From an optimization exercise on the open Yosys and OpenROAD flow, aimed at small area, a short achievable clock period and few clock cycles; shortcuts taken in it are not production practice. The RTL was checked by simulation tests, not by an equivalence proof against the original design.

--- design/flow/design.v ---
module pxe_core (
    input  wire        clk,
    input  wire        rst,
    input  wire        cmd_valid,
    output wire        cmd_ready,
    input  wire [4:0]  cmd_op,
    input  wire [31:0] cmd_key,
    input  wire [15:0] cmd_height,
    input  wire [15:0] cmd_width,
    input  wire        in_valid,
    output wire        in_ready,
    input  wire [23:0] in_data,
    output wire        out_valid,
    input  wire        out_ready,
    output wire [23:0] out_data,
    output wire        mem_ren_a,
    output wire [9:0]  mem_raddr_a,
    input  wire [31:0] mem_rdata_a,
    output wire        mem_ren_b,
    output wire [9:0]  mem_raddr_b,
    input  wire [31:0] mem_rdata_b,
    output wire        mem_we,
    output wire [9:0]  mem_waddr,
    output wire [31:0] mem_wdata
);
    localparam [1:0] S_IDLE   = 2'd0,
                     S_RESEED = 2'd1,    
                     S_DRAW   = 2'd2,
                     S_MATH   = 2'd3;
    localparam [1:0] P_J1  = 2'd0,    
                     P_J2  = 2'd1,    
                     P_SMP = 2'd2;    
    reg [1:0]  state;
    reg        shuf;        
    reg        dec;
    reg [31:0] x;           
    reg [9:0]  cnt;         
    reg [9:0]  ra;          
    reg        msb;         
    reg        blk1;        
    reg        regen;       
    reg        d_valid;     
    reg        w_valid;     
    reg [7:0]  w8;          
    reg [15:0] wid, col, row;    
    reg [1:0]  phase;
    reg [1:0]  cp0, cp1, cp2;    
    reg [1:0]  bsel;        
    reg [23:0] out_reg;
    reg        out_v;
    wire [31:0] x_mix = x ^ {30'd0, x[31:30]};
    wire [31:0] x_inv = ~x_mix;
    wire cs_s1 = 1'b1 ^ cnt[0] ^ x_mix[0];
    wire cs_c2 = (1'b1 & cnt[0]) | (1'b1 & x_mix[0]) | (cnt[0] & x_mix[0]);
    wire cs_s3 = cnt[1] ^ x_mix[1];
    wire cs_c4 = cnt[1] & x_mix[1];
    wire cs_s5 = cnt[2] ^ x_mix[2] ^ x_mix[0];
    wire cs_c6 = (cnt[2] & x_mix[2]) | (cnt[2] & x_mix[0]) | (x_mix[2] & x_mix[0]);
    wire cs_s7 = cnt[3] ^ x_mix[3] ^ x_mix[1];
    wire cs_c8 = (cnt[3] & x_mix[3]) | (cnt[3] & x_mix[1]) | (x_mix[3] & x_mix[1]);
    wire cs_s9 = cnt[4] ^ x_mix[4] ^ x_mix[2];
    wire cs_c10 = (cnt[4] & x_mix[4]) | (cnt[4] & x_mix[2]) | (x_mix[4] & x_mix[2]);
    wire cs_s11 = 1'b1 ^ cnt[5] ^ x_mix[5];
    wire cs_c12 = (1'b1 & cnt[5]) | (1'b1 & x_mix[5]) | (cnt[5] & x_mix[5]);
    wire cs_s13 = x_mix[3] ^ x_inv[0];
    wire cs_c14 = x_mix[3] & x_inv[0];
    wire cs_s15 = cnt[6] ^ x_mix[6] ^ x_mix[4];
    wire cs_c16 = (cnt[6] & x_mix[6]) | (cnt[6] & x_mix[4]) | (x_mix[6] & x_mix[4]);
    wire cs_s17 = 1'b1 ^ cnt[7] ^ x_mix[7];
    wire cs_c18 = (1'b1 & cnt[7]) | (1'b1 & x_mix[7]) | (cnt[7] & x_mix[7]);
    wire cs_s19 = x_mix[5] ^ x_inv[2] ^ x_inv[0];
    wire cs_c20 = (x_mix[5] & x_inv[2]) | (x_mix[5] & x_inv[0]) | (x_inv[2] & x_inv[0]);
    wire cs_s21 = cnt[8] ^ x_mix[8] ^ x_mix[6];
    wire cs_c22 = (cnt[8] & x_mix[8]) | (cnt[8] & x_mix[6]) | (x_mix[8] & x_mix[6]);
    wire cs_s23 = x_inv[3] ^ x_inv[1];
    wire cs_c24 = x_inv[3] & x_inv[1];
    wire cs_s25 = cnt[9] ^ x_mix[9] ^ x_mix[7];
    wire cs_c26 = (cnt[9] & x_mix[9]) | (cnt[9] & x_mix[7]) | (x_mix[9] & x_mix[7]);
    wire cs_s27 = x_mix[0] ^ x_inv[4] ^ x_inv[2];
    wire cs_c28 = (x_mix[0] & x_inv[4]) | (x_mix[0] & x_inv[2]) | (x_inv[4] & x_inv[2]);
    wire cs_s29 = x_mix[10] ^ x_mix[8] ^ x_mix[1];
    wire cs_c30 = (x_mix[10] & x_mix[8]) | (x_mix[10] & x_mix[1]) | (x_mix[8] & x_mix[1]);
    wire cs_s31 = x_inv[5] ^ x_inv[3];
    wire cs_c32 = x_inv[5] & x_inv[3];
    wire cs_s33 = x_mix[11] ^ x_mix[9] ^ x_mix[2];
    wire cs_c34 = (x_mix[11] & x_mix[9]) | (x_mix[11] & x_mix[2]) | (x_mix[9] & x_mix[2]);
    wire cs_s35 = x_mix[0] ^ x_inv[6] ^ x_inv[4];
    wire cs_c36 = (x_mix[0] & x_inv[6]) | (x_mix[0] & x_inv[4]) | (x_inv[6] & x_inv[4]);
    wire cs_s37 = x_mix[12] ^ x_mix[10] ^ x_mix[3];
    wire cs_c38 = (x_mix[12] & x_mix[10]) | (x_mix[12] & x_mix[3]) | (x_mix[10] & x_mix[3]);
    wire cs_s39 = x_mix[1] ^ x_inv[7] ^ x_inv[5];
    wire cs_c40 = (x_mix[1] & x_inv[7]) | (x_mix[1] & x_inv[5]) | (x_inv[7] & x_inv[5]);
    wire cs_s41 = x_mix[13] ^ x_mix[11] ^ x_mix[4];
    wire cs_c42 = (x_mix[13] & x_mix[11]) | (x_mix[13] & x_mix[4]) | (x_mix[11] & x_mix[4]);
    wire cs_s43 = x_mix[2] ^ x_inv[8] ^ x_inv[6];
    wire cs_c44 = (x_mix[2] & x_inv[8]) | (x_mix[2] & x_inv[6]) | (x_inv[8] & x_inv[6]);
    wire cs_s45 = x_mix[14] ^ x_mix[12] ^ x_mix[5];
    wire cs_c46 = (x_mix[14] & x_mix[12]) | (x_mix[14] & x_mix[5]) | (x_mix[12] & x_mix[5]);
    wire cs_s47 = x_mix[3] ^ x_inv[9] ^ x_inv[7];
    wire cs_c48 = (x_mix[3] & x_inv[9]) | (x_mix[3] & x_inv[7]) | (x_inv[9] & x_inv[7]);
    wire cs_s49 = 1'b1 ^ x_mix[15] ^ x_mix[13];
    wire cs_c50 = (1'b1 & x_mix[15]) | (1'b1 & x_mix[13]) | (x_mix[15] & x_mix[13]);
    wire cs_s51 = x_mix[6] ^ x_mix[4] ^ x_inv[10];
    wire cs_c52 = (x_mix[6] & x_mix[4]) | (x_mix[6] & x_inv[10]) | (x_mix[4] & x_inv[10]);
    wire cs_s53 = x_inv[8] ^ x_inv[0];
    wire cs_c54 = x_inv[8] & x_inv[0];
    wire cs_s55 = x_mix[16] ^ x_mix[14] ^ x_mix[7];
    wire cs_c56 = (x_mix[16] & x_mix[14]) | (x_mix[16] & x_mix[7]) | (x_mix[14] & x_mix[7]);
    wire cs_s57 = x_mix[5] ^ x_inv[11] ^ x_inv[9];
    wire cs_c58 = (x_mix[5] & x_inv[11]) | (x_mix[5] & x_inv[9]) | (x_inv[11] & x_inv[9]);
    wire cs_s59 = x_mix[17] ^ x_mix[15] ^ x_mix[8];
    wire cs_c60 = (x_mix[17] & x_mix[15]) | (x_mix[17] & x_mix[8]) | (x_mix[15] & x_mix[8]);
    wire cs_s61 = x_mix[6] ^ x_inv[12] ^ x_inv[10];
    wire cs_c62 = (x_mix[6] & x_inv[12]) | (x_mix[6] & x_inv[10]) | (x_inv[12] & x_inv[10]);
    wire cs_s63 = x_mix[18] ^ x_mix[16] ^ x_mix[9];
    wire cs_c64 = (x_mix[18] & x_mix[16]) | (x_mix[18] & x_mix[9]) | (x_mix[16] & x_mix[9]);
    wire cs_s65 = x_mix[7] ^ x_inv[13] ^ x_inv[11];
    wire cs_c66 = (x_mix[7] & x_inv[13]) | (x_mix[7] & x_inv[11]) | (x_inv[13] & x_inv[11]);
    wire cs_s67 = x_mix[19] ^ x_mix[17] ^ x_mix[10];
    wire cs_c68 = (x_mix[19] & x_mix[17]) | (x_mix[19] & x_mix[10]) | (x_mix[17] & x_mix[10]);
    wire cs_s69 = x_mix[8] ^ x_mix[0] ^ x_inv[14];
    wire cs_c70 = (x_mix[8] & x_mix[0]) | (x_mix[8] & x_inv[14]) | (x_mix[0] & x_inv[14]);
    wire cs_s71 = x_inv[12] ^ x_inv[4];
    wire cs_c72 = x_inv[12] & x_inv[4];
    wire cs_s73 = x_mix[20] ^ x_mix[18] ^ x_mix[11];
    wire cs_c74 = (x_mix[20] & x_mix[18]) | (x_mix[20] & x_mix[11]) | (x_mix[18] & x_mix[11]);
    wire cs_s75 = x_mix[9] ^ x_mix[1] ^ x_inv[15];
    wire cs_c76 = (x_mix[9] & x_mix[1]) | (x_mix[9] & x_inv[15]) | (x_mix[1] & x_inv[15]);
    wire cs_s77 = x_inv[13] ^ x_inv[5];
    wire cs_c78 = x_inv[13] & x_inv[5];
    wire cs_s79 = x_mix[21] ^ x_mix[19] ^ x_mix[12];
    wire cs_c80 = (x_mix[21] & x_mix[19]) | (x_mix[21] & x_mix[12]) | (x_mix[19] & x_mix[12]);
    wire cs_s81 = x_mix[10] ^ x_mix[2] ^ x_inv[16];
    wire cs_c82 = (x_mix[10] & x_mix[2]) | (x_mix[10] & x_inv[16]) | (x_mix[2] & x_inv[16]);
    wire cs_s83 = x_inv[14] ^ x_inv[6];
    wire cs_c84 = x_inv[14] & x_inv[6];
    wire cs_s85 = x_mix[22] ^ x_mix[20] ^ x_mix[13];
    wire cs_c86 = (x_mix[22] & x_mix[20]) | (x_mix[22] & x_mix[13]) | (x_mix[20] & x_mix[13]);
    wire cs_s87 = x_mix[11] ^ x_mix[3] ^ x_inv[17];
    wire cs_c88 = (x_mix[11] & x_mix[3]) | (x_mix[11] & x_inv[17]) | (x_mix[3] & x_inv[17]);
    wire cs_s89 = x_inv[15] ^ x_inv[7];
    wire cs_c90 = x_inv[15] & x_inv[7];
    wire cs_s91 = x_mix[23] ^ x_mix[21] ^ x_mix[14];
    wire cs_c92 = (x_mix[23] & x_mix[21]) | (x_mix[23] & x_mix[14]) | (x_mix[21] & x_mix[14]);
    wire cs_s93 = x_mix[12] ^ x_mix[4] ^ x_inv[18];
    wire cs_c94 = (x_mix[12] & x_mix[4]) | (x_mix[12] & x_inv[18]) | (x_mix[4] & x_inv[18]);
    wire cs_s95 = x_inv[16] ^ x_inv[8];
    wire cs_c96 = x_inv[16] & x_inv[8];
    wire cs_s97 = x_mix[24] ^ x_mix[22] ^ x_mix[15];
    wire cs_c98 = (x_mix[24] & x_mix[22]) | (x_mix[24] & x_mix[15]) | (x_mix[22] & x_mix[15]);
    wire cs_s99 = x_mix[13] ^ x_mix[5] ^ x_inv[19];
    wire cs_c100 = (x_mix[13] & x_mix[5]) | (x_mix[13] & x_inv[19]) | (x_mix[5] & x_inv[19]);
    wire cs_s101 = x_inv[17] ^ x_inv[9];
    wire cs_c102 = x_inv[17] & x_inv[9];
    wire cs_s103 = x_mix[25] ^ x_mix[23] ^ x_mix[16];
    wire cs_c104 = (x_mix[25] & x_mix[23]) | (x_mix[25] & x_mix[16]) | (x_mix[23] & x_mix[16]);
    wire cs_s105 = x_mix[14] ^ x_mix[6] ^ x_inv[20];
    wire cs_c106 = (x_mix[14] & x_mix[6]) | (x_mix[14] & x_inv[20]) | (x_mix[6] & x_inv[20]);
    wire cs_s107 = x_inv[18] ^ x_inv[10];
    wire cs_c108 = x_inv[18] & x_inv[10];
    wire cs_s109 = 1'b1 ^ x_mix[26] ^ x_mix[24];
    wire cs_c110 = (1'b1 & x_mix[26]) | (1'b1 & x_mix[24]) | (x_mix[26] & x_mix[24]);
    wire cs_s111 = x_mix[17] ^ x_mix[15] ^ x_mix[7];
    wire cs_c112 = (x_mix[17] & x_mix[15]) | (x_mix[17] & x_mix[7]) | (x_mix[15] & x_mix[7]);
    wire cs_s113 = x_inv[21] ^ x_inv[19] ^ x_inv[11];
    wire cs_c114 = (x_inv[21] & x_inv[19]) | (x_inv[21] & x_inv[11]) | (x_inv[19] & x_inv[11]);
    wire cs_s115 = x_mix[27] ^ x_mix[25] ^ x_mix[18];
    wire cs_c116 = (x_mix[27] & x_mix[25]) | (x_mix[27] & x_mix[18]) | (x_mix[25] & x_mix[18]);
    wire cs_s117 = x_mix[16] ^ x_mix[8] ^ x_inv[22];
    wire cs_c118 = (x_mix[16] & x_mix[8]) | (x_mix[16] & x_inv[22]) | (x_mix[8] & x_inv[22]);
    wire cs_s119 = x_inv[20] ^ x_inv[12] ^ x_inv[1];
    wire cs_c120 = (x_inv[20] & x_inv[12]) | (x_inv[20] & x_inv[1]) | (x_inv[12] & x_inv[1]);
    wire cs_s121 = 1'b1 ^ x_mix[28] ^ x_mix[26];
    wire cs_c122 = (1'b1 & x_mix[28]) | (1'b1 & x_mix[26]) | (x_mix[28] & x_mix[26]);
    wire cs_s123 = x_mix[19] ^ x_mix[17] ^ x_mix[9];
    wire cs_c124 = (x_mix[19] & x_mix[17]) | (x_mix[19] & x_mix[9]) | (x_mix[17] & x_mix[9]);
    wire cs_s125 = x_inv[23] ^ x_inv[21] ^ x_inv[13];
    wire cs_c126 = (x_inv[23] & x_inv[21]) | (x_inv[23] & x_inv[13]) | (x_inv[21] & x_inv[13]);
    wire cs_s127 = x_inv[2] ^ x_inv[0];
    wire cs_c128 = x_inv[2] & x_inv[0];
    wire cs_s129 = x_mix[29] ^ x_mix[27] ^ x_mix[20];
    wire cs_c130 = (x_mix[29] & x_mix[27]) | (x_mix[29] & x_mix[20]) | (x_mix[27] & x_mix[20]);
    wire cs_s131 = x_mix[18] ^ x_mix[10] ^ x_inv[24];
    wire cs_c132 = (x_mix[18] & x_mix[10]) | (x_mix[18] & x_inv[24]) | (x_mix[10] & x_inv[24]);
    wire cs_s133 = x_inv[22] ^ x_inv[14] ^ x_inv[3];
    wire cs_c134 = (x_inv[22] & x_inv[14]) | (x_inv[22] & x_inv[3]) | (x_inv[14] & x_inv[3]);
    wire cs_s135 = x_mix[30] ^ x_mix[28] ^ x_mix[21];
    wire cs_c136 = (x_mix[30] & x_mix[28]) | (x_mix[30] & x_mix[21]) | (x_mix[28] & x_mix[21]);
    wire cs_s137 = x_mix[19] ^ x_mix[11] ^ x_inv[25];
    wire cs_c138 = (x_mix[19] & x_mix[11]) | (x_mix[19] & x_inv[25]) | (x_mix[11] & x_inv[25]);
    wire cs_s139 = x_inv[23] ^ x_inv[15] ^ x_inv[4];
    wire cs_c140 = (x_inv[23] & x_inv[15]) | (x_inv[23] & x_inv[4]) | (x_inv[15] & x_inv[4]);
    wire cs_s141 = x_mix[31] ^ x_mix[29] ^ x_mix[22];
    wire cs_s143 = x_mix[20] ^ x_mix[12] ^ x_mix[0];
    wire cs_s145 = x_inv[26] ^ x_inv[24] ^ x_inv[16];
    wire cs_s147 = x_inv[5] ^ x_inv[3];
    wire cs_s149 = cs_c10 ^ cs_s13 ^ cs_s11;
    wire cs_c150 = (cs_c10 & cs_s13) | (cs_c10 & cs_s11) | (cs_s13 & cs_s11);
    wire cs_s151 = x_inv[1] ^ cs_c14 ^ cs_c12;
    wire cs_c152 = (x_inv[1] & cs_c14) | (x_inv[1] & cs_c12) | (cs_c14 & cs_c12);
    wire cs_s153 = cs_c16 ^ cs_s17 ^ cs_s19;
    wire cs_c154 = (cs_c16 & cs_s17) | (cs_c16 & cs_s19) | (cs_s17 & cs_s19);
    wire cs_s155 = cs_c18 ^ cs_s23 ^ cs_c20;
    wire cs_c156 = (cs_c18 & cs_s23) | (cs_c18 & cs_c20) | (cs_s23 & cs_c20);
    wire cs_s157 = cs_c24 ^ cs_c22 ^ cs_s25;
    wire cs_c158 = (cs_c24 & cs_c22) | (cs_c24 & cs_s25) | (cs_c22 & cs_s25);
    wire cs_s159 = cs_c26 ^ cs_s31 ^ cs_c28;
    wire cs_c160 = (cs_c26 & cs_s31) | (cs_c26 & cs_c28) | (cs_s31 & cs_c28);
    wire cs_s161 = cs_c32 ^ cs_c30 ^ cs_s33;
    wire cs_c162 = (cs_c32 & cs_c30) | (cs_c32 & cs_s33) | (cs_c30 & cs_s33);
    wire cs_s163 = cs_c34 ^ cs_c36 ^ cs_s37;
    wire cs_c164 = (cs_c34 & cs_c36) | (cs_c34 & cs_s37) | (cs_c36 & cs_s37);
    wire cs_s165 = cs_c38 ^ cs_c40 ^ cs_s41;
    wire cs_c166 = (cs_c38 & cs_c40) | (cs_c38 & cs_s41) | (cs_c40 & cs_s41);
    wire cs_s167 = cs_c42 ^ cs_c44 ^ cs_s45;
    wire cs_c168 = (cs_c42 & cs_c44) | (cs_c42 & cs_s45) | (cs_c44 & cs_s45);
    wire cs_s169 = cs_c46 ^ cs_s53 ^ cs_c48;
    wire cs_c170 = (cs_c46 & cs_s53) | (cs_c46 & cs_c48) | (cs_s53 & cs_c48);
    wire cs_s171 = cs_s49 ^ cs_s51;
    wire cs_c172 = cs_s49 & cs_s51;
    wire cs_s173 = x_inv[1] ^ cs_c54 ^ cs_c50;
    wire cs_c174 = (x_inv[1] & cs_c54) | (x_inv[1] & cs_c50) | (cs_c54 & cs_c50);
    wire cs_s175 = cs_c52 ^ cs_s55 ^ cs_s57;
    wire cs_c176 = (cs_c52 & cs_s55) | (cs_c52 & cs_s57) | (cs_s55 & cs_s57);
    wire cs_s177 = x_inv[2] ^ cs_c56 ^ cs_c58;
    wire cs_c178 = (x_inv[2] & cs_c56) | (x_inv[2] & cs_c58) | (cs_c56 & cs_c58);
    wire cs_s179 = cs_s59 ^ cs_s61;
    wire cs_c180 = cs_s59 & cs_s61;
    wire cs_s181 = x_inv[3] ^ cs_c60 ^ cs_c62;
    wire cs_c182 = (x_inv[3] & cs_c60) | (x_inv[3] & cs_c62) | (cs_c60 & cs_c62);
    wire cs_s183 = cs_s63 ^ cs_s65;
    wire cs_c184 = cs_s63 & cs_s65;
    wire cs_s185 = cs_c64 ^ cs_s71 ^ cs_c66;
    wire cs_c186 = (cs_c64 & cs_s71) | (cs_c64 & cs_c66) | (cs_s71 & cs_c66);
    wire cs_s187 = cs_s67 ^ cs_s69;
    wire cs_c188 = cs_s67 & cs_s69;
    wire cs_s189 = cs_c72 ^ cs_c68 ^ cs_s77;
    wire cs_c190 = (cs_c72 & cs_c68) | (cs_c72 & cs_s77) | (cs_c68 & cs_s77);
    wire cs_s191 = cs_c70 ^ cs_s73 ^ cs_s75;
    wire cs_c192 = (cs_c70 & cs_s73) | (cs_c70 & cs_s75) | (cs_s73 & cs_s75);
    wire cs_s193 = cs_c78 ^ cs_c74 ^ cs_s83;
    wire cs_c194 = (cs_c78 & cs_c74) | (cs_c78 & cs_s83) | (cs_c74 & cs_s83);
    wire cs_s195 = cs_c76 ^ cs_s79 ^ cs_s81;
    wire cs_c196 = (cs_c76 & cs_s79) | (cs_c76 & cs_s81) | (cs_s79 & cs_s81);
    wire cs_s197 = cs_c84 ^ cs_c80 ^ cs_s89;
    wire cs_c198 = (cs_c84 & cs_c80) | (cs_c84 & cs_s89) | (cs_c80 & cs_s89);
    wire cs_s199 = cs_c82 ^ cs_s85 ^ cs_s87;
    wire cs_c200 = (cs_c82 & cs_s85) | (cs_c82 & cs_s87) | (cs_s85 & cs_s87);
    wire cs_s201 = cs_c90 ^ cs_c86 ^ cs_s95;
    wire cs_c202 = (cs_c90 & cs_c86) | (cs_c90 & cs_s95) | (cs_c86 & cs_s95);
    wire cs_s203 = cs_c88 ^ cs_s91 ^ cs_s93;
    wire cs_c204 = (cs_c88 & cs_s91) | (cs_c88 & cs_s93) | (cs_s91 & cs_s93);
    wire cs_s205 = cs_c96 ^ cs_c92 ^ cs_s101;
    wire cs_c206 = (cs_c96 & cs_c92) | (cs_c96 & cs_s101) | (cs_c92 & cs_s101);
    wire cs_s207 = cs_c94 ^ cs_s97 ^ cs_s99;
    wire cs_c208 = (cs_c94 & cs_s97) | (cs_c94 & cs_s99) | (cs_s97 & cs_s99);
    wire cs_s209 = cs_c102 ^ cs_c98 ^ cs_s107;
    wire cs_c210 = (cs_c102 & cs_c98) | (cs_c102 & cs_s107) | (cs_c98 & cs_s107);
    wire cs_s211 = cs_c100 ^ cs_s103 ^ cs_s105;
    wire cs_c212 = (cs_c100 & cs_s103) | (cs_c100 & cs_s105) | (cs_s103 & cs_s105);
    wire cs_s213 = x_inv[0] ^ cs_c108 ^ cs_c104;
    wire cs_c214 = (x_inv[0] & cs_c108) | (x_inv[0] & cs_c104) | (cs_c108 & cs_c104);
    wire cs_s215 = cs_c106 ^ cs_s109 ^ cs_s111;
    wire cs_c216 = (cs_c106 & cs_s109) | (cs_c106 & cs_s111) | (cs_s109 & cs_s111);
    wire cs_s217 = cs_c110 ^ cs_c112 ^ cs_c114;
    wire cs_c218 = (cs_c110 & cs_c112) | (cs_c110 & cs_c114) | (cs_c112 & cs_c114);
    wire cs_s219 = cs_s115 ^ cs_s117 ^ cs_s119;
    wire cs_c220 = (cs_s115 & cs_s117) | (cs_s115 & cs_s119) | (cs_s117 & cs_s119);
    wire cs_s221 = cs_c116 ^ cs_s127 ^ cs_c118;
    wire cs_c222 = (cs_c116 & cs_s127) | (cs_c116 & cs_c118) | (cs_s127 & cs_c118);
    wire cs_s223 = cs_c120 ^ cs_s121 ^ cs_s123;
    wire cs_c224 = (cs_c120 & cs_s121) | (cs_c120 & cs_s123) | (cs_s121 & cs_s123);
    wire cs_s225 = x_inv[1] ^ cs_c128 ^ cs_c122;
    wire cs_c226 = (x_inv[1] & cs_c128) | (x_inv[1] & cs_c122) | (cs_c128 & cs_c122);
    wire cs_s227 = cs_c124 ^ cs_c126 ^ cs_s129;
    wire cs_c228 = (cs_c124 & cs_c126) | (cs_c124 & cs_s129) | (cs_c126 & cs_s129);
    wire cs_s229 = cs_s131 ^ cs_s133;
    wire cs_c230 = cs_s131 & cs_s133;
    wire cs_s231 = x_inv[2] ^ cs_c130 ^ cs_c132;
    wire cs_c232 = (x_inv[2] & cs_c130) | (x_inv[2] & cs_c132) | (cs_c130 & cs_c132);
    wire cs_s233 = cs_c134 ^ cs_s135 ^ cs_s137;
    wire cs_c234 = (cs_c134 & cs_s135) | (cs_c134 & cs_s137) | (cs_s135 & cs_s137);
    wire cs_s235 = cs_c136 ^ cs_s147 ^ cs_c138;
    wire cs_s237 = cs_c140 ^ cs_s141 ^ cs_s143;
    wire cs_s239 = cs_s15 ^ cs_s151 ^ cs_c150;
    wire cs_c240 = (cs_s15 & cs_s151) | (cs_s15 & cs_c150) | (cs_s151 & cs_c150);
    wire cs_s241 = cs_c152 ^ cs_s153;
    wire cs_c242 = cs_c152 & cs_s153;
    wire cs_s243 = cs_s21 ^ cs_c154 ^ cs_s155;
    wire cs_c244 = (cs_s21 & cs_c154) | (cs_s21 & cs_s155) | (cs_c154 & cs_s155);
    wire cs_s245 = cs_s27 ^ cs_c156 ^ cs_s157;
    wire cs_c246 = (cs_s27 & cs_c156) | (cs_s27 & cs_s157) | (cs_c156 & cs_s157);
    wire cs_s247 = cs_s29 ^ cs_c158 ^ cs_s159;
    wire cs_c248 = (cs_s29 & cs_c158) | (cs_s29 & cs_s159) | (cs_c158 & cs_s159);
    wire cs_s249 = cs_s35 ^ cs_c160 ^ cs_s161;
    wire cs_c250 = (cs_s35 & cs_c160) | (cs_s35 & cs_s161) | (cs_c160 & cs_s161);
    wire cs_s251 = cs_s39 ^ cs_c162 ^ cs_s163;
    wire cs_c252 = (cs_s39 & cs_c162) | (cs_s39 & cs_s163) | (cs_c162 & cs_s163);
    wire cs_s253 = cs_s43 ^ cs_c164 ^ cs_s165;
    wire cs_c254 = (cs_s43 & cs_c164) | (cs_s43 & cs_s165) | (cs_c164 & cs_s165);
    wire cs_s255 = cs_s47 ^ cs_c166 ^ cs_s167;
    wire cs_c256 = (cs_s47 & cs_c166) | (cs_s47 & cs_s167) | (cs_c166 & cs_s167);
    wire cs_s257 = cs_s171 ^ cs_c168 ^ cs_s169;
    wire cs_c258 = (cs_s171 & cs_c168) | (cs_s171 & cs_s169) | (cs_c168 & cs_s169);
    wire cs_s259 = cs_c172 ^ cs_s173 ^ cs_c170;
    wire cs_c260 = (cs_c172 & cs_s173) | (cs_c172 & cs_c170) | (cs_s173 & cs_c170);
    wire cs_s261 = cs_c174 ^ cs_s179 ^ cs_c176;
    wire cs_c262 = (cs_c174 & cs_s179) | (cs_c174 & cs_c176) | (cs_s179 & cs_c176);
    wire cs_s263 = cs_c180 ^ cs_s183 ^ cs_c178;
    wire cs_c264 = (cs_c180 & cs_s183) | (cs_c180 & cs_c178) | (cs_s183 & cs_c178);
    wire cs_s265 = cs_c184 ^ cs_s187 ^ cs_c182;
    wire cs_c266 = (cs_c184 & cs_s187) | (cs_c184 & cs_c182) | (cs_s187 & cs_c182);
    wire cs_s267 = cs_c188 ^ cs_s189 ^ cs_c186;
    wire cs_c268 = (cs_c188 & cs_s189) | (cs_c188 & cs_c186) | (cs_s189 & cs_c186);
    wire cs_s269 = cs_c190 ^ cs_s193 ^ cs_c192;
    wire cs_c270 = (cs_c190 & cs_s193) | (cs_c190 & cs_c192) | (cs_s193 & cs_c192);
    wire cs_s271 = cs_c194 ^ cs_s197 ^ cs_c196;
    wire cs_c272 = (cs_c194 & cs_s197) | (cs_c194 & cs_c196) | (cs_s197 & cs_c196);
    wire cs_s273 = cs_c198 ^ cs_s201 ^ cs_c200;
    wire cs_c274 = (cs_c198 & cs_s201) | (cs_c198 & cs_c200) | (cs_s201 & cs_c200);
    wire cs_s275 = cs_c202 ^ cs_s205 ^ cs_c204;
    wire cs_c276 = (cs_c202 & cs_s205) | (cs_c202 & cs_c204) | (cs_s205 & cs_c204);
    wire cs_s277 = cs_c206 ^ cs_s209 ^ cs_c208;
    wire cs_c278 = (cs_c206 & cs_s209) | (cs_c206 & cs_c208) | (cs_s209 & cs_c208);
    wire cs_s279 = cs_s113 ^ cs_c210 ^ cs_s213;
    wire cs_c280 = (cs_s113 & cs_c210) | (cs_s113 & cs_s213) | (cs_c210 & cs_s213);
    wire cs_s281 = cs_c212 ^ cs_s215;
    wire cs_c282 = cs_c212 & cs_s215;
    wire cs_s283 = cs_c214 ^ cs_c216 ^ cs_s217;
    wire cs_c284 = (cs_c214 & cs_c216) | (cs_c214 & cs_s217) | (cs_c216 & cs_s217);
    wire cs_s285 = cs_s125 ^ cs_c218 ^ cs_c220;
    wire cs_c286 = (cs_s125 & cs_c218) | (cs_s125 & cs_c220) | (cs_c218 & cs_c220);
    wire cs_s287 = cs_s221 ^ cs_s223;
    wire cs_c288 = cs_s221 & cs_s223;
    wire cs_s289 = cs_s225 ^ cs_s229 ^ cs_c222;
    wire cs_c290 = (cs_s225 & cs_s229) | (cs_s225 & cs_c222) | (cs_s229 & cs_c222);
    wire cs_s291 = cs_c224 ^ cs_s227;
    wire cs_c292 = cs_c224 & cs_s227;
    wire cs_s293 = cs_s139 ^ cs_c226 ^ cs_c230;
    wire cs_c294 = (cs_s139 & cs_c226) | (cs_s139 & cs_c230) | (cs_c226 & cs_c230);
    wire cs_s295 = cs_c228 ^ cs_s231 ^ cs_s233;
    wire cs_c296 = (cs_c228 & cs_s231) | (cs_c228 & cs_s233) | (cs_s231 & cs_s233);
    wire cs_s297 = cs_s145 ^ cs_c232 ^ cs_c234;
    wire cs_s299 = cs_s235 ^ cs_s237;
    wire cs_s301 = cs_s175 ^ cs_c258 ^ cs_s259;
    wire cs_c302 = (cs_s175 & cs_c258) | (cs_s175 & cs_s259) | (cs_c258 & cs_s259);
    wire cs_s303 = cs_s177 ^ cs_c260 ^ cs_s261;
    wire cs_c304 = (cs_s177 & cs_c260) | (cs_s177 & cs_s261) | (cs_c260 & cs_s261);
    wire cs_s305 = cs_s181 ^ cs_c262 ^ cs_s263;
    wire cs_c306 = (cs_s181 & cs_c262) | (cs_s181 & cs_s263) | (cs_c262 & cs_s263);
    wire cs_s307 = cs_s185 ^ cs_c264 ^ cs_s265;
    wire cs_c308 = (cs_s185 & cs_c264) | (cs_s185 & cs_s265) | (cs_c264 & cs_s265);
    wire cs_s309 = cs_s191 ^ cs_c266 ^ cs_s267;
    wire cs_c310 = (cs_s191 & cs_c266) | (cs_s191 & cs_s267) | (cs_c266 & cs_s267);
    wire cs_s311 = cs_s195 ^ cs_c268 ^ cs_s269;
    wire cs_c312 = (cs_s195 & cs_c268) | (cs_s195 & cs_s269) | (cs_c268 & cs_s269);
    wire cs_s313 = cs_s199 ^ cs_c270 ^ cs_s271;
    wire cs_c314 = (cs_s199 & cs_c270) | (cs_s199 & cs_s271) | (cs_c270 & cs_s271);
    wire cs_s315 = cs_s203 ^ cs_c272 ^ cs_s273;
    wire cs_c316 = (cs_s203 & cs_c272) | (cs_s203 & cs_s273) | (cs_c272 & cs_s273);
    wire cs_s317 = cs_s207 ^ cs_c274 ^ cs_s275;
    wire cs_c318 = (cs_s207 & cs_c274) | (cs_s207 & cs_s275) | (cs_c274 & cs_s275);
    wire cs_s319 = cs_s211 ^ cs_c276 ^ cs_s277;
    wire cs_c320 = (cs_s211 & cs_c276) | (cs_s211 & cs_s277) | (cs_c276 & cs_s277);
    wire cs_s321 = cs_s281 ^ cs_s279 ^ cs_c278;
    wire cs_c322 = (cs_s281 & cs_s279) | (cs_s281 & cs_c278) | (cs_s279 & cs_c278);
    wire cs_s323 = cs_s219 ^ cs_c282 ^ cs_c280;
    wire cs_c324 = (cs_s219 & cs_c282) | (cs_s219 & cs_c280) | (cs_c282 & cs_c280);
    wire cs_s325 = cs_s287 ^ cs_c284 ^ cs_s285;
    wire cs_c326 = (cs_s287 & cs_c284) | (cs_s287 & cs_s285) | (cs_c284 & cs_s285);
    wire cs_s327 = cs_c288 ^ cs_s291 ^ cs_c286;
    wire cs_c328 = (cs_c288 & cs_s291) | (cs_c288 & cs_c286) | (cs_s291 & cs_c286);
    wire cs_s329 = cs_c292 ^ cs_c290 ^ cs_s293;
    wire cs_c330 = (cs_c292 & cs_c290) | (cs_c292 & cs_s293) | (cs_c290 & cs_s293);
    wire cs_s331 = cs_c294 ^ cs_s299 ^ cs_c296;
    wire cs_s333 = cs_s283 ^ cs_c322 ^ cs_s323;
    wire cs_c334 = (cs_s283 & cs_c322) | (cs_s283 & cs_s323) | (cs_c322 & cs_s323);
    wire cs_s335 = cs_c324 ^ cs_s325;
    wire cs_c336 = cs_c324 & cs_s325;
    wire cs_s337 = cs_s289 ^ cs_c326 ^ cs_s327;
    wire cs_c338 = (cs_s289 & cs_c326) | (cs_s289 & cs_s327) | (cs_c326 & cs_s327);
    wire cs_s339 = cs_s295 ^ cs_c328 ^ cs_s329;
    wire cs_c340 = (cs_s295 & cs_c328) | (cs_s295 & cs_s329) | (cs_c328 & cs_s329);
    wire cs_s341 = cs_s297 ^ cs_c330 ^ cs_s331;
    wire [31:0] ms_a = {cs_c340, cs_c338, cs_c336, cs_c334, cs_s333, cs_c320, cs_c318, cs_c316, cs_c314, cs_c312, cs_c310, cs_c308, cs_c306, cs_c304, cs_c302, cs_s301, cs_c256, cs_c254, cs_c252, cs_c250, cs_c248, cs_c246, cs_c244, cs_c242, cs_c240, cs_s239, cs_s149, cs_c8, cs_c6, cs_c4, cs_s3, cs_s1};
    wire [31:0] ms_b = {cs_s341, cs_s339, cs_s337, cs_s335, 1'b0, cs_s321, cs_s319, cs_s317, cs_s315, cs_s313, cs_s311, cs_s309, cs_s307, cs_s305, cs_s303, 1'b0, cs_s257, cs_s255, cs_s253, cs_s251, cs_s249, cs_s247, cs_s245, cs_s243, cs_s241, 1'b0, 1'b0, cs_s9, cs_s7, cs_s5, cs_c2, 1'b0};
    wire [31:0] x_next = ms_a + ms_b;
    wire        in_rs = (state == S_RESEED);
    wire [9:0]  rb = (ra >= 10'd228) ? ra - 10'd228 : ra + 10'd396;
    wire        raw  = in_rs && (cnt <= 10'd396);
    wire [31:0] op_a = regen ? x : (raw ? 32'd0 : mem_rdata_a);
    wire [31:0] op_b = in_rs ? x : mem_rdata_b;
    wire [31:0] tw   = op_b ^ {1'b0, msb && !raw, op_a[30:1]}
                       ^ (op_a[0] ? 32'h9908B0DF : 32'h0);
    function [31:0] temper;
        input [31:0] v;
        reg [31:0] t;
        begin
            t = v ^ (v >> 11);
            t = t ^ ((t << 7)  & 32'h9D2C5680);
            t = t ^ ((t << 15) & 32'hEFC60000);
            t = t ^ (t >> 18);
            temper = t;
        end
    endfunction
    wire [31:0] word = temper(tw);
    function [7:0] sel_byte;
        input [23:0] p;
        input [1:0]  k;
        begin
            case (k)
                2'd0:    sel_byte = p[7:0];
                2'd1:    sel_byte = p[15:8];
                default: sel_byte = p[23:16];
            endcase
        end
    endfunction
    wire [1:0] cp_b  = (bsel == 2'd0) ? cp0 : (bsel == 2'd1) ? cp1 : cp2;
    wire [1:0] src   = (shuf && !dec) ? cp_b : bsel;    
    wire [1:0] dst   = (shuf && dec)  ? cp_b : bsel;    
    wire [7:0] s_in  = sel_byte(in_data, src);
    wire        acc_nz  = (w8[6:0] <= 7'd99);
    wire [7:0]  s_inv   = s_in ^ {8{dec}};
    wire [9:0]  sum     = {2'b00, s_inv} + {3'b000, w8[6:0]} - 10'd50;
    wire [7:0]  clipped = (sum[9] ? 8'd0 : (sum[8] ? 8'd255 : sum[7:0])) ^ {8{dec}};
    wire [7:0]  res     = shuf ? clipped : (s_in ^ w8);
    wire [7:0]  k8  = x[7:0];
    wire [7:0]  mka = dec ? ~k8 : 8'd0;
    wire [7:0]  mkc = dec ? 8'hFF : k8;
    wire [7:0]  m_r0 = ((in_data[7:0]   ^ mka) + k8) ^ mkc;
    wire [7:0]  m_r1 = ((in_data[15:8]  ^ mka) + k8) ^ mkc;
    wire [7:0]  m_r2 = ((in_data[23:16] ^ mka) + k8) ^ mkc;
    wire out_free = !out_v || out_ready;
    wire in_draw  = (state == S_DRAW);
    wire in_math  = (state == S_MATH);
    wire smp_word = !shuf || (phase == P_SMP && acc_nz);
    wire consume  = w_valid && (!smp_word || (in_valid && out_free));
    wire put      = w_valid && smp_word && in_valid && out_free;    
    wire advance  = d_valid && (!w_valid || consume);
    wire room     = !d_valid || advance;
    wire last_col = (col == 16'd1);
    wire last_pix = last_col && (row == 16'd1);
    wire pix_done = (put && bsel == 2'd2) || (in_math && in_valid && out_free);
    wire reload   = d_valid && blk1 && (ra == 10'd397);
    wire issue    = !(pix_done && last_pix) && room && !reload &&
                    ((in_rs && cnt >= 10'd396) || in_draw);
    wire step     = in_rs ? (cnt < 10'd396 || (cnt == 10'd396 ? issue : advance))
                          : (regen && (cnt == 10'd396 || advance));
    wire [15:0] cr_dec = (last_col ? row : col) - 16'd1;
    assign cmd_ready = (state == S_IDLE);
    assign in_ready  = (w_valid && smp_word && bsel == 2'd2 && out_free) ||
                       (in_math && out_free);
    assign out_valid = out_v;
    assign out_data  = out_reg;
    assign mem_ren_a   = issue;
    assign mem_raddr_a = ra;
    assign mem_ren_b   = issue;
    assign mem_raddr_b = rb;
    assign mem_we      = raw || d_valid;
    assign mem_waddr   = raw ? cnt : (ra >= 10'd2 ? ra - 10'd2 : ra + 10'd622);
    assign mem_wdata   = tw;
    always @(posedge clk) begin
        if (rst) begin
            state   <= S_IDLE;
            d_valid <= 1'b0;
            w_valid <= 1'b0;
            out_v   <= 1'b0;
        end else begin
            if (out_ready)
                out_v <= 1'b0;
            if (pix_done)
                out_v <= 1'b1;
            if (advance) begin
                msb <= op_a[31];
                w8  <= word[7:0];
                if (ra == 10'd1)         
                    blk1 <= 1'b0;
                if (ra == 10'd0)         
                    regen <= 1'b0;
            end
            if (step) begin
                x   <= x_next;
                cnt <= cnt + 10'd1;
            end
            d_valid <= issue || (d_valid && !advance);
            if (issue)
                ra <= (ra == 10'd623) ? 10'd0 : ra + 10'd1;
            w_valid <= advance || (w_valid && !consume);
            if (consume && shuf) begin
                case (phase)
                    P_J1: begin
                        if (w8[1:0] != 2'd3) begin
                            cp0   <= w8[1:0];    
                            phase <= P_J2;
                        end
                    end
                    P_J2: begin
                        case ({cp0, w8[0]})
                            3'b000: begin cp0 <= 2'd1; cp1 <= 2'd2; cp2 <= 2'd0; end
                            3'b001: begin cp0 <= 2'd2; cp1 <= 2'd1; cp2 <= 2'd0; end
                            3'b010: begin cp0 <= 2'd2; cp1 <= 2'd0; cp2 <= 2'd1; end
                            3'b011: begin cp0 <= 2'd0; cp1 <= 2'd2; cp2 <= 2'd1; end
                            3'b100: begin cp0 <= 2'd1; cp1 <= 2'd0; cp2 <= 2'd2; end
                            default: begin cp0 <= 2'd0; cp1 <= 2'd1; cp2 <= 2'd2; end
                        endcase
                        phase <= P_SMP;
                    end
                    default: ;
                endcase
            end
            if (put) begin
                case (dst)
                    2'd0:    out_reg[7:0]   <= res;
                    2'd1:    out_reg[15:8]  <= res;
                    default: out_reg[23:16] <= res;
                endcase
                bsel <= (bsel == 2'd2) ? 2'd0 : bsel + 2'd1;
            end
            case (state)
                S_IDLE: begin
                    if (cmd_valid) begin
                        shuf   <= cmd_op[2];
                        dec    <= cmd_op[4];
                        x      <= cmd_key;
                        cnt    <= 10'd0;
                        ra     <= 10'd1;
                        blk1   <= 1'b1;
                        regen  <= 1'b0;
                        phase  <= P_J1;
                        bsel   <= 2'd0;
                        wid    <= cmd_width;
                        col    <= cmd_width;
                        row    <= cmd_height;
                        if (cmd_height == 16'd0 || cmd_width == 16'd0)
                            state <= S_IDLE;
                        else if (cmd_op[1])
                            state <= S_MATH;
                        else
                            state <= S_RESEED;
                    end
                end
                S_RESEED: begin
                    if (cnt == 10'd0)
                        msb <= x[31];
                    if (cnt == 10'd623 && advance)
                        state <= S_DRAW;
                end
                S_DRAW: begin
                    if (reload && advance) begin
                        x     <= mem_rdata_a;
                        cnt   <= 10'd396;
                        regen <= 1'b1;
                    end
                end
                S_MATH: begin
                    if (pix_done)
                        out_reg <= {m_r2, m_r1, m_r0};
                end
                default: state <= S_IDLE;
            endcase
            if (pix_done) begin
                if (last_pix) begin
                    state   <= S_IDLE;
                    d_valid <= 1'b0;
                    w_valid <= 1'b0;
                end else if (last_col) begin
                    col <= wid;
                    row <= cr_dec;
                end else begin
                    col <= cr_dec;
                end
            end
        end
    end
endmodule
--- design/flow/flow/run.sh ---
#!/bin/bash
# The standard layout, with the port buffers made of the smallest buffer
# cell instead of the delay buffer that buffer_ports picks by default.
set -e
export BUFFER_PORTS_ARGS="-buffer_cell sky130_fd_sc_hd__buf_1"
bash standard.sh > standard.log 2>&1
--- design/flow/config.mk ---
export PLATFORM = sky130hd
export DESIGN_NAME = pxe_core
export DESIGN_NICKNAME = pxe_core
export VERILOG_FILES = /design/flow/design.v
export SDC_FILE = /design/flow/constraint.sdc
export NUM_CORES = 4
export LEC_CHECK = 0
export ABC_AREA = 1
export CAP_MARGIN = 20
export CORE_MARGIN = 2
export CORE_UTILIZATION = 40
export PLACE_DENSITY = 0.75
export SETUP_SLACK_MARGIN = 4.0
export SLEW_MARGIN = 20
--- design/flow/constraint.sdc ---
create_clock -name core_clock -period 9.0 [get_ports {clk}]
set_input_delay 1.8000 -clock core_clock [delete_from_list [all_inputs] [get_ports {clk}]]
set_output_delay 1.8000 -clock core_clock [all_outputs]
set_load 0.01 [all_outputs]
--- design/flow/standard.sh ---
#!/bin/bash
# synth_recipe.tcl (not shown) runs the flow's synth.tcl, then flattens the netlist and writes it again
# the make line also repeats each setting of config.mk as NAME=value (left out here)
make -C /OpenROAD-flow-scripts/flow DESIGN_CONFIG=/design/flow/config.mk WORK_HOME=/design/flow/orfs CLKGATE_MAP_FILE= SYNTH_SCRIPT=/design/flow/synth_recipe.tcl "${@:-finish}"
==> results of run 1 <==
[path summary, 6_finish.rpt]
check | from | to | slack (ns) | depth (start not counted)
worst min register to register | wid[12] | col[12] | 0.56 | 2
worst max register to register | x[30] | x[31] | 4.12 | 19
worst max-delay path | mem_rdata_a[0] | mem_wdata[19] | 4.04 | 6
worst min-delay path | wid[12] | col[12] | 0.56 | 2
[cell usage in the layout, fill, tap and decap left out, types with 8 or more instances in the layout]
| cell | instances |
|---|---|
| xor2_2 | 8 |
| o21ai_0 | 178 |
| clkbuf_16 | 17 |
| inv_2 | 19 |
| buf_1 | 249 |
| fa_1 | 132 |
| nand3_1 | 146 |
| nor2_2 | 11 |
| o211ai_1 | 32 |
| nand3_2 | 14 |
| buf_4 | 78 |
| inv_1 | 410 |
| o221ai_1 | 10 |
| nor3_1 | 18 |
| o21ai_1 | 31 |
| nor4_1 | 15 |
| nand2_2 | 9 |
| xnor2_1 | 36 |
| clkinvlp_4 | 16 |
| a21oi_1 | 131 |
| a22oi_1 | 15 |
| nand4_1 | 36 |
| nand2_1 | 502 |
| o21ai_2 | 20 |
| ha_1 | 84 |
| a31oi_1 | 14 |
| xor2_1 | 88 |
| edfxtp_1 | 147 |
| nor2_1 | 159 |
[per-stage QoR]
stage / setup WS (ns) / util (%) / cell area (um^2) / hold WS, ns
after CTS: 4.01 / 45.4 / 21000 / 0.553
after floorplan: 4.06 / - / 18600 / 0.485
after global routing: 3.95 / 46.5 / 21500 / 0.571
after global placement: 3.33 / 43.3 / 20000 / 0.519
final: 4.04 / 46.5 / 21500 / 0.558
after detailed placement: 3.29 / 43.3 / 20000 / 0.532
[cell families (layout without fill, tap and decap cells)]
| kind of cell | after synthesis | count (layout) | synth area share (%) |
|---|---|---|---|
| other | 0 | 7 | 0 |
| adder cells (fa/ha/maj) | 223 | 223 | 20.4 |
| multiplexers | 3 | 3 | 0.161 |
| flip-flops | 152 | 152 | 24.3 |
| XOR/XNOR | 136 | 136 | 6.77 |
| AO/OA/AOI/OAI | 480 | 480 | 14.8 |
| buffers and inverters | 534 | 818 | 11.5 |
| AND/OR/NAND/NOR | 949 | 950 | 22.1 |
[cell type report]
type / instances / area [um^2]
repair buffers: 333 / 1590
flip-flops and latches: 152 / 4510
multi-input cells: 1792 / 12300
repair inverters: 1 / 6.26
fillers: 4573 / 24700
inverters: 452 / 1760
clock inverters: 15 / 174
clock buffers: 17 / 425
well taps: 607 / 759
diodes: 7 / 17.5
[routing by layer]
metal  up-vias  share of wire (%)
li1       8650                  -
met1      8681                 39
met2      1110                 43
met3       150                 13
met4        10                4.8
met5         -               0.11
[tightest hold or removal path, cell delays in order (launching register included)]
cell and delay (ns):
edfxtp_1 0.33, nand2_1 0.05, o221ai_1 0.06
[repair_timing]
item	CTS	global route
gates resized for setup	40	57
setup buffers	33	30
setup endpoints to repair	53	51
cloned	0	2
pin swaps	3	8
==> results.ini, run 1 <==
[outcome]
outcome = complete, no violations

[critical_path]
worstPathArrival_ns = 3.16
path_class = input pin to output pin
crit_fanout = 13
endpoint_kind = output pin
required_ns = 7.20
start_kind = input pin
path_buf_inv = 3
cpMaxStageDelayCell = xor2_2
slowest_delay_ns = 0.28
cp_top_family = buffers and inverters
path_cells = buf_2 -> nand3_1 -> o21ai_4 -> clkinv_4 -> xor2_2 -> buf_1

[synthesis]
synth_fp_nets = 2862
syn_inst = 2477
yosys_most_used_dff = edfxtp_1
synth_top_cell_by_area = edfxtp_1
synth_top_area_share_pct = 23.7
synth-async-reset-ratio_pct = 0
synth.distinct_cells = 59
synth_area_um2 = 18600
synth_area_leaders = edfxtp_1 24%, fa_1 14%, nand2_1 10%
ys_warn_count = 1
yosys_register_bits = 152
ys_top_cells_by_count = 508 x nand2_1, 429 x inv_1, 185 x o21ai_0
syn_avg_cell_area_um2 = 7.51
synth_seq_area_share_pct = 24.3
synth_most_common_cell = nand2_1
synth_enable_flop_cells = 147

[finish]
instances_no_fill = 3376
fin_nets = 3134
drive_gt1_share_pct = 9.63
largest_reg_flops = 32
syn2layout_area_growth_pct = 15.7

[grt]
grtUsageMet2_pct = 41.0
grt_use_met3_pct = 7.72
grt.busiest_layer = met2
antenna_found_initial = 12
grt_max_degree = 66
grt_pass1_wl_mm = 98.2
first_global_vias = 16700
grtUsageTotal_pct = 27.3
grt_overflow = 0
met1_usage_pct = 36.6

[placed_design]
io_buffers = 251
gp_congestion = 1.02
dp_hpwl_mm = 51.3
placed_cells = 3271

[timing]
setup_violations = 0
skew_ns = 0.0241
rsz0062_at_grt = true
max_freq_ghz = 0.202
setup_tns_ns = 0
finalHoldViolCount = 0
maxSlewViolCount = 0
fin_crit_sh_pct = 55.1
slew_headroom_pct = 32.3
min_period_ns = 4.96
tightest_slew_ns = 1.01

[min_path]
hold_class = flop to flop

[routing]
first_pass_iters = 8
vias = 18600
wl_per_cell_um = 19.9
drtIter0Drc = 2020
drc = 0
drt-total-wl_mm = 67.2
ant_nets = 0
vias_per_cell = 5.51

[floorplan]
rows = 79
dieArea_um2 = 48300
dieHeight_um = 220
num_io_pins = 254
dieWidth_um = 220
core_area_um2 = 46300
initial_core_util_pct = 40.2

[clock_tree]
clock-sinks = 152
holdBufCountCts = 0
clock_latency_ns = 0.48
cts_made_buffers = 17
clk_pin_slew_ns = 0.08
h-tree-depth = 4
cts_root_buf = clkbuf_16
cts_buffer_depth = 2
cts_tree = yes

[run]
maxCapViolCount = 0

Testbench counts, summed over its fixed seeds: cycles 57,653.
==> inputs of run 2 (changes only) <==
--- a/design/flow/config.mk
+++ b/design/flow/config.mk
@@ -7,3 +7,2 @@
 export LEC_CHECK = 0
-export ABC_AREA = 1
 export CAP_MARGIN = 20
@@ -11,3 +10,2 @@
 export CORE_UTILIZATION = 40
-export PLACE_DENSITY = 0.75
 export SETUP_SLACK_MARGIN = 4.0
==> results.ini, run 2 <==
[outcome]
outcome = complete, no violations

[run]
maxCapViolCount = 0

[routing]
wl_per_cell_um = 21.3
wl_met2_mm = 30.4
vias_per_cell = 5.59
drtIter0Drc = 1681
wl_met1_mm = 27.6
first_pass_iters = 6
ant_nets = 0
top_layer_used = met5
dr_wl_met3_mm = 3.90
drc = 0
drt-total-wl_mm = 63.9
vias = 16800

[grt]
grtUsageTotal_pct = 26.9
antenna_found_initial = 3
grt_overflow = 0
first_global_vias = 16200
grt_max_degree = 72
grt_pass1_wl_mm = 96.0

[floorplan]
core_area_um2 = 44300
initial_core_util_pct = 40.6
rows = 77
num_io_pins = 254
dieWidth_um = 216
dieHeight_um = 216
dieArea_um2 = 46700

[timing]
skew_ns = 0.0196
finalHoldViolCount = 0
min_period_ns = 5.07
fin_crit_sh_pct = 56.4
maxSlewViolCount = 0
slew_headroom_pct = 28.3
tightest_slew_ns = 1.07
setup_tns_ns = 0
setup_violations = 0
max_freq_ghz = 0.197
rsz0062_at_grt = true

[clock_tree]
clock-sinks = 152
cts_made_buffers = 17
cts_root_buf = clkbuf_16
cts_tree = yes
h-tree-depth = 4
cts_buffer_depth = 2
clock_latency_ns = 0.48
holdBufCountCts = 0
clk_pin_slew_ns = 0.08

[critical_path]
path_class = flop to flop
cpMaxStageDelayCell = fa_1
crit_fanout = 4
required_ns = 9.19
cp-startpoint = x[9]
timing.rr.start = x[9]
worstPathArrival_ns = 5.26
path_buf_inv = 7
r2r_setup_slack_ns = 3.93
endpoint_kind = flop
cp_top_family = adder cells
path_cells = clkinvlp_4 -> buf_4 -> buf_4 -> fa_1 -> inv_1 -> fa_1 -> inv_1 -> fa_1 -> inv_1 -> fa_1 -> inv_1 -> ha_4 -> and3b_2 -> nand2_1 -> or4_1 -> o211a_1 -> nor2b_4 -> o41ai_2 -> mux2_2 -> o211ai_1
slowest_delay_ns = 0.55
start_kind = flop

[finish]
final_cell_mix = 232 x buf_1, 228 x inv_1, 217 x nand2_1
instances_no_fill = 2995
largest_reg_flops = 32
fin_nets = 2773
drive_gt1_share_pct = 13.2
final_common_cell = buf_1
syn2layout_area_growth_pct = 19.6

[synthesis]
synth-async-reset-ratio_pct = 0
synth_top_cell_by_area = edfxtp_1
syn_inst = 2092
yosys_register_bits = 152
synth_top_area_share_pct = 24.5
synth_area_leaders = edfxtp_1 25%, fa_1 15%, xnor2_1 6.7%
synth_enable_flop_cells = 147
syn_avg_cell_area_um2 = 8.61
ys_warn_count = 1
synth_seq_area_share_pct = 25.1
ys_top_cells_by_count = 250 x inv_1, 219 x nand2_1, 171 x nor2_1
synth_fp_nets = 2477
synth_area_um2 = 18000
yosys_most_used_dff = edfxtp_1
synth.distinct_cells = 89
synth_most_common_cell = inv_1

[min_path]
hold_start = out_v
hold_class = flop to flop

[placed_design]
io_buffers = 251
gp_congestion = 0.951
placed_cells = 2852
dp_hpwl_mm = 46.5

## run 2: cell types whose count changed in the layout (fill, tap and decap cells not counted), moves of 21 or more
cell	delta
nand2b_1	+24
nand4_1	-21
nand3_1	-118
xor2_1	-32
a21o_1	+21
mux2i_1	+23
o211ai_1	-25
nand2_1	-285
inv_1	-182
xnor2_1	+94
buf_4	+41
and3_1	+22
o21ai_0	-74
## run 2: per-layer routing
layer | GRT usage [%] | vias up
li1 | - | 7826
met1 | 36.4 | 8180
met2 | 43.9 | 638
met3 | 3.69 | 105
met4 | 9.77 | 2
met5 | 0 | -
## run 2: logic make-up after synthesis
group                      share of synthesized area, %
buffers and inverters                              7.79
xor gates and xnor gates                           10.2
adders and majority gates                          21.2
and+or+nand+nor                                    15.3
AOI/OAI and AO/OA                                  18.8
muxes                                              1.69
DFF                                                25.1
## run 2: final timing paths
| check | cells past startpoint | end |
|---|---|---|
| max | 20 | x[30] |
| min | 2 | out_v |
| min reg2reg | 2 | out_v |
| max reg2reg | 20 | x[30] |
## run 2: worst min-delay path: stages, from the launching register on
cell and delay, ns:
dfxtp_1 0.32, nand2b_1 0.10, a21oi_1 0.07
## run 2: what timing repair did
action | 4_1_cts | 5_1_grt
hold endpoints to repair | 0 | 0
setup endpoints to repair | 63 | 59
buffers inserted | 69 | 39
gates resized for setup | 73 | 73
gates cloned | 1 | 0
pin swaps | 17 | 41
## run 2: layout make-up
class | instances | area (um^2)
repair buffers | 383 | 2060
fillers | 4338 | 22800
multi-input cells | 1583 | 12700
well taps | 592 | 741
clock inverters | 15 | 133
diodes | 2 | 5.00
flip-flops and latches | 152 | 4510
inverters | 251 | 1000
clock buffers | 17 | 425
## run 2: stage by stage
stage	utilization, %	hold WS, ns	setup slack (ns)	instance area (um^2)
detailed placement	44.0	0.536	3.14	19500
global placement	44.0	0.532	3.19	19500
CTS	47.3	0.551	3.93	21000
floorplan	-	0.491	3.99	18100
global route	48.6	0.575	3.76	21500
finish	48.6	0.549	3.93	21500
==> inputs of run 3 (changes only) <==
--- a/design/flow/config.mk
+++ b/design/flow/config.mk
@@ -7,2 +7,3 @@
 export LEC_CHECK = 0
+export ABC_AREA = 1
 export CAP_MARGIN = 20
==> results.ini, run 3 <==
[floorplan]
initial_core_util_pct = 40.2
core_area_um2 = 46300
dieHeight_um = 220
rows = 79
num_io_pins = 254
dieWidth_um = 220
dieArea_um2 = 48300

[routing]
dr_wl_met3_mm = 5.87
drtIter0Drc = 1829
wl_met1_mm = 29.8
top_layer_used = met5
drc = 0
ant_nets = 0
vias = 18400
wl_per_cell_um = 20.3
first_pass_iters = 6
vias_per_cell = 5.39
drt-total-wl_mm = 69.1
wl_met2_mm = 30.8

[grt]
antenna_found_initial = 2
grt_pass1_wl_mm = 102
grtUsageTotal_pct = 28.5
grt_max_degree = 68
first_global_vias = 17200
grt_overflow = 0

[synthesis]
synth_xor_area_share_pct = 6.77
yosys_most_used_dff = edfxtp_1
synth_seq_area_share_pct = 24.3
syn_inst = 2477
muxShareOfSynthArea_pct = 0.161
synth.distinct_cells = 59
ys_warn_count = 1
synth-async-reset-ratio_pct = 0
synth_compound_area_share_pct = 14.8
synth_top_family_by_area = simple AND/OR/NAND/NOR gates
synth_top_cell_by_area = edfxtp_1
synth_most_common_cell = nand2_1
synthSimpleGateAreaFrac_pct = 22.1
syn_avg_cell_area_um2 = 7.51
synth_enable_flop_cells = 147
synth_area_leaders = edfxtp_1 24%, fa_1 14%, nand2_1 10%
ys_top_cells_by_count = 508 x nand2_1, 429 x inv_1, 185 x o21ai_0
synth_fa_ha_area_share_pct = 20.4
synth_top_area_share_pct = 23.7
yosys_register_bits = 152
synth_fp_nets = 2862
synth_area_um2 = 18600

[critical_path]
path_cells = buf_1 -> nand3_2 -> o21ai_4 -> bufinv_8 -> buf_12 -> xor2_1 -> buf_1
start_kind = input pin
worstPathArrival_ns = 3.12
crit_path_frequent_cell = buf_1
path_class = input pin to output pin
cpMaxStageDelayCell = bufinv_8
required_ns = 7.20
slowest_delay_ns = 0.29
r2r_setup_slack_ns = 4.19
endpoint_kind = output pin
crit_fanout = 13

[clock_tree]
clk_pin_slew_ns = 0.06
clock-sinks = 152
h-tree-depth = 4
cts_root_buf = clkbuf_16
clock_latency_ns = 0.50
holdBufCountCts = 0
cts_buffer_depth = 2
cts_tree = yes
cts_made_buffers = 17

[finish]
utilization_pct = 47.1
syn2layout_area_growth_pct = 17.0
final_cell_mix = 499 x nand2_1, 406 x inv_1, 249 x buf_1
final_common_cell = nand2_1
fillers = 4754
drive_gt1_share_pct = 10.5
fin_nets = 3173
largest_reg_flops = 32

[placed_design]
dp_hpwl_mm = 52.3
io_buffers = 251
gp_congestion = 0.957

[timing]
min_period_ns = 4.92
rsz0062_at_grt = true
fin_crit_sh_pct = 54.7
setup_violations = 0
setup_tns_ns = 0
skew_ns = 0.0113
slew_headroom_pct = 28.9
max_freq_ghz = 0.203
finalHoldViolCount = 0
maxSlewViolCount = 0
tightest_slew_ns = 1.07

[outcome]
outcome = complete, no violations

[min_path]
hold_class = flop to flop

[run]
maxCapViolCount = 0

==> run 3: layout make-up <==
class	instances	area [um^2]	share of cell area, %
tap	607	759	3.49
inverter	452	1780	8.17
clock buffer	19	433	1.99
sequential	152	4510	20.7
antenna	1	2.50	0.0115
timing repair buffer	372	1960	8.99
timing repair inverter	1	6.26	0.0287
clock inverter	13	98.8	0.454
multi-input combinational	1792	12200	56.1
==> run 3: kinds of logic (layout without fill, tap and decap cells) <==
kind of cell / count (synthesis) / count (layout)
DFF: 152 / 152
adders and majority gates: 223 / 223
other: 0 / 1
muxes: 3 / 3
buffers and inverters: 534 / 857
and+or+nand+nor: 949 / 950
xor gates and xnor gates: 136 / 136
AOI/OAI and AO/OA: 480 / 480
==> run 3: worst paths after layout <==
path / from / endpoint / cells past startpoint
hold reg to reg: d_valid / w_valid / 2
hold / removal: d_valid / w_valid / 2
setup reg to reg: x[14] / x[30] / 20
setup / recovery: mem_rdata_a[0] / mem_wdata[27] / 7
==> run 3: critical path: cells and delay by family <==
family          cells  cell delay [ns]
compound gates      1             0.22
xor+xnor            1             0.18
buf+inv             4             0.78
simple gates        1             0.12
==> run 3: timing repair <==
item,CTS,global route
gates cloned,2,1
endpoints found under the hold margin,0,0
buffers inserted,55,48
resized for setup,41,49
endpoints found under the setup margin,66,56
pin swaps,3,14
==> run 3: metal layers <==
| layer | up-vias | track usage (%) |
|---|---|---|
| li1 | 8717 | - |
| met2 | 837 | 44.9 |
| met3 | 112 | 4.42 |
| met1 | 8696 | 39.2 |
| met5 | - | 0 |
| met4 | 2 | 11.2 |
==> run 3: through the flow <==
step / cells / hold slack, ns / instance area [um^2] / setup WS [ns]
CTS: 3359 / 0.531 / 21200 / 4.00
finish: 3409 / 0.534 / 21800 / 4.08
global placement: 3270 / 0.514 / 20000 / 3.23
floorplan: 2477 / 0.485 / 18600 / 4.06
global route: 3408 / 0.566 / 21800 / 3.96
detailed placement: 3270 / 0.519 / 20000 / 3.13
==> inputs of run 4 (changes only) <==
--- a/design/flow/config.mk
+++ b/design/flow/config.mk
@@ -9,2 +9,4 @@
 export CAP_MARGIN = 20
+export CELL_PAD_IN_SITES_DETAIL_PLACEMENT = 0
+export CELL_PAD_IN_SITES_GLOBAL_PLACEMENT = 0
 export CORE_MARGIN = 2
==> results.ini, run 4 <==
[grt]
grt_pass1_wl_mm = 102
first_global_vias = 17200
antenna_found_initial = 2
grt_max_degree = 68
grt_overflow = 0
grtUsageTotal_pct = 28.5

[timing]
tightest_slew_ns = 1.07
setup_tns_ns = 0
min_period_ns = 4.92
holdWs_ns = 0.534
finalHoldViolCount = 0
max_freq_ghz = 0.203
fin_crit_sh_pct = 54.7
maxSlewViolCount = 0
slew_headroom_pct = 28.9
setup_violations = 0
skew_ns = 0.0113
rsz0062_at_grt = true

[synthesis]
ys_warn_count = 1
ys_top_cells_by_count = 508 x nand2_1, 429 x inv_1, 185 x o21ai_0
synth_area_leaders = edfxtp_1 24%, fa_1 14%, nand2_1 10%
synth-async-reset-ratio_pct = 0
synth_fp_nets = 2862
synth_top_cell_by_area = edfxtp_1
syn_avg_cell_area_um2 = 7.51
synth_enable_flop_cells = 147
synth_seq_area_share_pct = 24.3
syn_inst = 2477
synth_area_um2 = 18600
synth_top_area_share_pct = 23.7
yosys_register_bits = 152
synth.distinct_cells = 59
synth_most_common_cell = nand2_1
yosys_most_used_dff = edfxtp_1

[critical_path]
start_kind = input pin
path_class = input pin to output pin
required_ns = 7.20
crit_fanout = 13
endpoint_kind = output pin
worstPathArrival_ns = 3.12

[finish]
design_area_um2 = 21800
final_common_cell = nand2_1
final_cell_mix = 499 x nand2_1, 406 x inv_1, 249 x buf_1
largest_reg_flops = 32
drive_gt1_share_pct = 10.5
fillers = 4754
syn2layout_area_growth_pct = 17.0
fin_nets = 3173

[floorplan]
num_io_pins = 254
dieHeight_um = 220
dieWidth_um = 220
rows = 79
initial_core_util_pct = 40.2
dieArea_um2 = 48300
core_area_um2 = 46300

[clock_tree]
holdBufCountCts = 0
clk_pin_slew_ns = 0.06
cts_buffer_depth = 2
clock_latency_ns = 0.50
cts_made_buffers = 17
cts_tree = yes
cts_root_buf = clkbuf_16
clock-sinks = 152
h-tree-depth = 4

[routing]
drt-total-wl_mm = 69.1
drc = 0
first_pass_iters = 6
wl_per_cell_um = 20.3
vias_per_cell = 5.39
vias = 18400
ant_nets = 0
drtIter0Drc = 1829

[placed_design]
placed_area_um2 = 20000
gp_congestion = 0.957
dp_hpwl_mm = 52.3
io_buffers = 251

[outcome]
outcome = complete, no violations

[run]
maxCapViolCount = 0

[min_path]
hold_class = flop to flop

-- run 4: cell counts after synthesis --
Identical to the previous run, type by type.
-- run 4: cells by family after synthesis --
group,count (synthesis),synth area share [%]
buffers and inverters,534,11.5
AOI/OAI and AO/OA,480,14.8
adders and majority gates,223,20.4
muxes,3,0.161
xor gates and xnor gates,136,6.77
and+or+nand+nor,949,22.1
DFF,152,24.3
-- run 4: area by class of cell --
type,instances,area (um^2),share of cell area (%)
inverters,452,1780,8.17
flip-flops and latches,152,4510,20.7
repair inverters,1,6.26,0.0287
diodes,1,2.50,0.0115
clock inverters,13,98.8,0.454
well taps,607,759,3.49
clock buffers,19,433,1.99
multi-input cells,1792,12200,56.1
repair buffers,372,1960,8.99
-- run 4: final timing paths --
| kind | slack (ns) | endpoint | cells after the start | from |
|---|---|---|---|---|
| worst max-delay path | 4.08 | mem_wdata[27] | 7 | mem_rdata_a[0] |
| worst min-delay path | 0.53 | w_valid | 2 | d_valid |
| worst max register to register | 4.19 | x[30] | 20 | x[14] |
| worst min register to register | 0.53 | w_valid | 2 | d_valid |
-- run 4: critical path, cell delays in order --
cell and delay (ns):
buf_1 0.17, nand3_2 0.12, o21ai_4 0.22, bufinv_8 0.29, buf_12 0.13, xor2_1 0.18
buf_1 0.19
-- run 4: what timing repair did --
action | 4_1_cts | 5_1_grt
setup endpoints to repair | 66 | 56
gates resized for setup | 41 | 49
pin swaps | 3 | 14
buffers inserted | 55 | 48
cloned | 2 | 1
-- run 4: per-layer routing --
metal / global-route usage, % / up-vias / wire (um)
li1: - / 8717 / -
met1: 39.2 / 8696 / 29800
met2: 44.9 / 837 / 30800
met3: 4.42 / 112 / 5870
met4: 11.2 / 2 / 2630
met5: 0 / - / 14
-- run 4: per-stage QoR --
stage / instances / setup slack, ns / utilization (%)
after floorplan: 2477 / 4.06 / -
after global placement: 3270 / 3.23 / 43.3
after detailed placement: 3270 / 3.13 / 43.3
after CTS: 3359 / 4.00 / 45.7
after global routing: 3408 / 3.96 / 47.1
final: 3409 / 4.08 / 47.1

afterwards: timing with drivers on the ports:
In the flow no input, the clock included, has a driving cell. The finished layouts below were timed again as built, in two steps.
Step 1: set_driving_cell puts a clkbuf_16 on clk and a buf_2 on each other input, an assumption about the parent block.
Step 2 times the ports against the registers' clock, not the clock port: input delays grow and output delays shrink by t, the midpoint of the rising clock arrivals with the driver on.
Three values: ideal, step 1, step 2; two values: the first two.
| run | t, ns | slack for setup (ns) | worst setup path at the end | latest minus earliest clock arrival (ns) |
|---|---|---|---|---|
| run 1 | 0.519 | 4.038 / 4.010 / 3.827 | input to register | 0.024 / 0.024 |
| run 2 | 0.531 | 3.926 / 3.926 / 3.668 | input to register | 0.019 / 0.020 |
| run 3 | 0.540 | 4.081 / 4.052 / 3.643 | input to register | 0.011 / 0.011 |
| run 4 | 0.540 | 4.081 / 4.052 / 3.643 | input to register | 0.011 / 0.011 |
After both steps setup and hold are still met in every run listed.
